From an optimization exercise on the open Yosys and OpenROAD flow, aimed at small area; shortcuts taken in it are not production practice. The RTL was checked by simulation tests, not by an equivalence proof against the original design. No driver is modelled on the clock port, so clocking that relies on it looks cheaper here than on a real chip. No activity file was given, so power comes from the tool's default toggle rates.

Setup of before:
Design lcd_ctrl, start of the top module:
module lcd_ctrl(clk, rst, rq_valid, rq_data, rq_ready, status, map_pixel, map_raw, adc_req, adc_ack, adc_data, lcd_cs, lcd_cd, lcd_sclk, lcd_mosi);
==> flow/config.mk <==
export PLATFORM = sky130hd
export DESIGN_NAME = lcd_ctrl
export DESIGN_NICKNAME = lcd_ctrl
export VERILOG_FILES = /design/flow/design.v
export SDC_FILE = /design/flow/constraint.sdc
export NUM_CORES = 4
export LEC_CHECK = 0
export ABC_AREA = 1
export CAP_MARGIN = 20
export CORE_MARGIN = 2
export CORE_UTILIZATION = 40
export SLEW_MARGIN = 20
==> flow/constraint.sdc <==
create_clock -name core_clock -period 20.0 [get_ports {clk}]
set_input_delay 4.0000 -clock core_clock [delete_from_list [all_inputs] [get_ports {clk}]]
set_output_delay 4.0000 -clock core_clock [all_outputs]
set_load 0.01 [all_outputs]
standard.sh (not shown) runs the stock make flow with config.mk's settings and CLKGATE_MAP_FILE= SYNTH_SCRIPT=/design/flow/synth_recipe.tcl, a recipe that flattens the netlist after the stock synthesis.
==> flow/flow/run.sh <==
#!/bin/bash
# Layout flow: the standard ORFS flow (standard.sh: unchanged synthesis,
# floorplan, power grid, tap cells, placement, routing), with three layout
# choices changed:
#  - after synthesis, the logic between the registers is mapped again with an
#    area-oriented ABC script (flow/remap.py, flow/remap.abc); the registers
#    keep the standard synthesis's instances, names and cell types;
#  - the input and output port buffers are sky130_fd_sc_hd__buf_1 cells
#    (buffer_ports -buffer_cell), the smallest buffer;
#  - clock tree synthesis uses sky130_fd_sc_hd__clkbuf_8 buffers and inserts
#    no dummy loads (clock_tree_synthesis -dont_use_dummy_load).
# Logs, one per tool run, in the work folder: flow_synth.log (standard.sh
# synth), flow_remap.log (Yosys/ABC re-mapping), flow_finish.log (standard.sh
# to the end); each ORFS step also writes its full log under orfs/logs/.
set -euo pipefail
cd "$(dirname "$0")/.."
export BUFFER_PORTS_ARGS="-buffer_cell sky130_fd_sc_hd__buf_1"
export CTS_ARGS="-sink_clustering_enable -repair_clock_nets -dont_use_dummy_load -buf_list sky130_fd_sc_hd__clkbuf_16 -sink_clustering_size 40 -sink_clustering_max_diameter 200"
bash standard.sh synth > flow_synth.log 2>&1
R=orfs/results/${FLOW_PLATFORM}/lcd_ctrl/base
LIB=${FLOW_HOME}/platforms/${FLOW_PLATFORM}/lib/sky130_fd_sc_hd__tt_025C_1v80.lib
YOSYS=${FLOW_HOME}/../tools/install/yosys/bin/yosys
cp $R/1_2_yosys.v flow_synth_netlist.v
python3 flow/remap.py "$LIB" "${FLOW_HOME}/platforms/${FLOW_PLATFORM}/config.mk" flow_synth_netlist.v flow_remap.v flow/remap.abc > flow_remap.ys
$YOSYS -l flow_remap.log -q -s flow_remap.ys > /dev/null 2>&1
# keep only the top module (the flip-flop and tie cells are library cells)
python3 - <<'PY'
import re
s = open('flow_remap.v.all').read()
m = re.search(r'^module lcd_ctrl\b.*?^endmodule', s, re.S | re.M)
open('flow_remap.v', 'w').write(m.group(0) + '\n')
PY
cp flow_remap.v $R/1_2_yosys.v
rm -f $R/1_synth.odb $R/1_synth.sdc
bash standard.sh finish > flow_finish.log 2>&1
test -f out/final.def
Other scripts of this flow, unchanged in this note and not shown: flow/flow/remap.abc, flow/flow/remap.py
Here is what was changed in the inputs of after compared with before.
-- flow/flow/run.sh --
<<< before, line 16
cd "$(dirname "$0")/.."
export BUFFER_PORTS_ARGS="-buffer_cell sky130_fd_sc_hd__buf_1"
export CTS_ARGS="-sink_clustering_enable -repair_clock_nets -dont_use_dummy_load -buf_list sky130_fd_sc_hd__clkbuf_16 -sink_clustering_size 40 -sink_clustering_max_diameter 200"
bash standard.sh synth > flow_synth.log 2>&1
R=orfs/results/${FLOW_PLATFORM}/lcd_ctrl/base
>>> after, line 16
cd "$(dirname "$0")/.."
export BUFFER_PORTS_ARGS="-buffer_cell sky130_fd_sc_hd__buf_1"
export CTS_ARGS="-sink_clustering_enable -repair_clock_nets -dont_use_dummy_load -buf_list sky130_fd_sc_hd__clkbuf_8"
bash standard.sh synth > flow_synth.log 2>&1
R=orfs/results/${FLOW_PLATFORM}/lcd_ctrl/base
Results
Diff before..after | I/O pin count | unchanged. | power of the combinational group | before vs after | ≈ equal |. before -> after: critical path's largest stage delay flat. Per the comparison of after with before, width of the die closely matched the old numbers; post-route total power fell 7.6%; worst-case hold slack went down by 0.0041 ns. Diff before..after | area occupied by multi-input gates | unchanged. Relative to before, the post-synthesis to final-layout area growth of after is lower by 1.9 points. Non-clock buffer count: before vs after identical.

re-timing with driven ports:
Ports are ideal in the flow. The routed layouts listed here were re-timed in OpenROAD.
Step 1 (the two cells are an assumption about what drives the block):
set clk [get_ports {clk}]
set_driving_cell -lib_cell sky130_fd_sc_hd__clkbuf_16 $clk
set_driving_cell -lib_cell sky130_fd_sc_hd__buf_2 [delete_from_list [all_inputs] $clk]
Step 2 times the ports against the registers' clock, not the clock port: input delays grow and output delays shrink by t, the midpoint of the rising clock arrivals with the driver on.
Slacks: ideal ports / drivers / drivers and shift; pairs: ideal ports / drivers.
run | shift t [ns] | setup WS [ns] | worst slew at a driven data input, ns | cell pins on the clock port's net
before | 0.475 | 11.193 / 11.145 / 11.415 | 0.04 | 1
after | 0.504 | 11.174 / 11.132 / 11.409 | 0.04 | 1
After both steps every run listed still meets setup and hold.
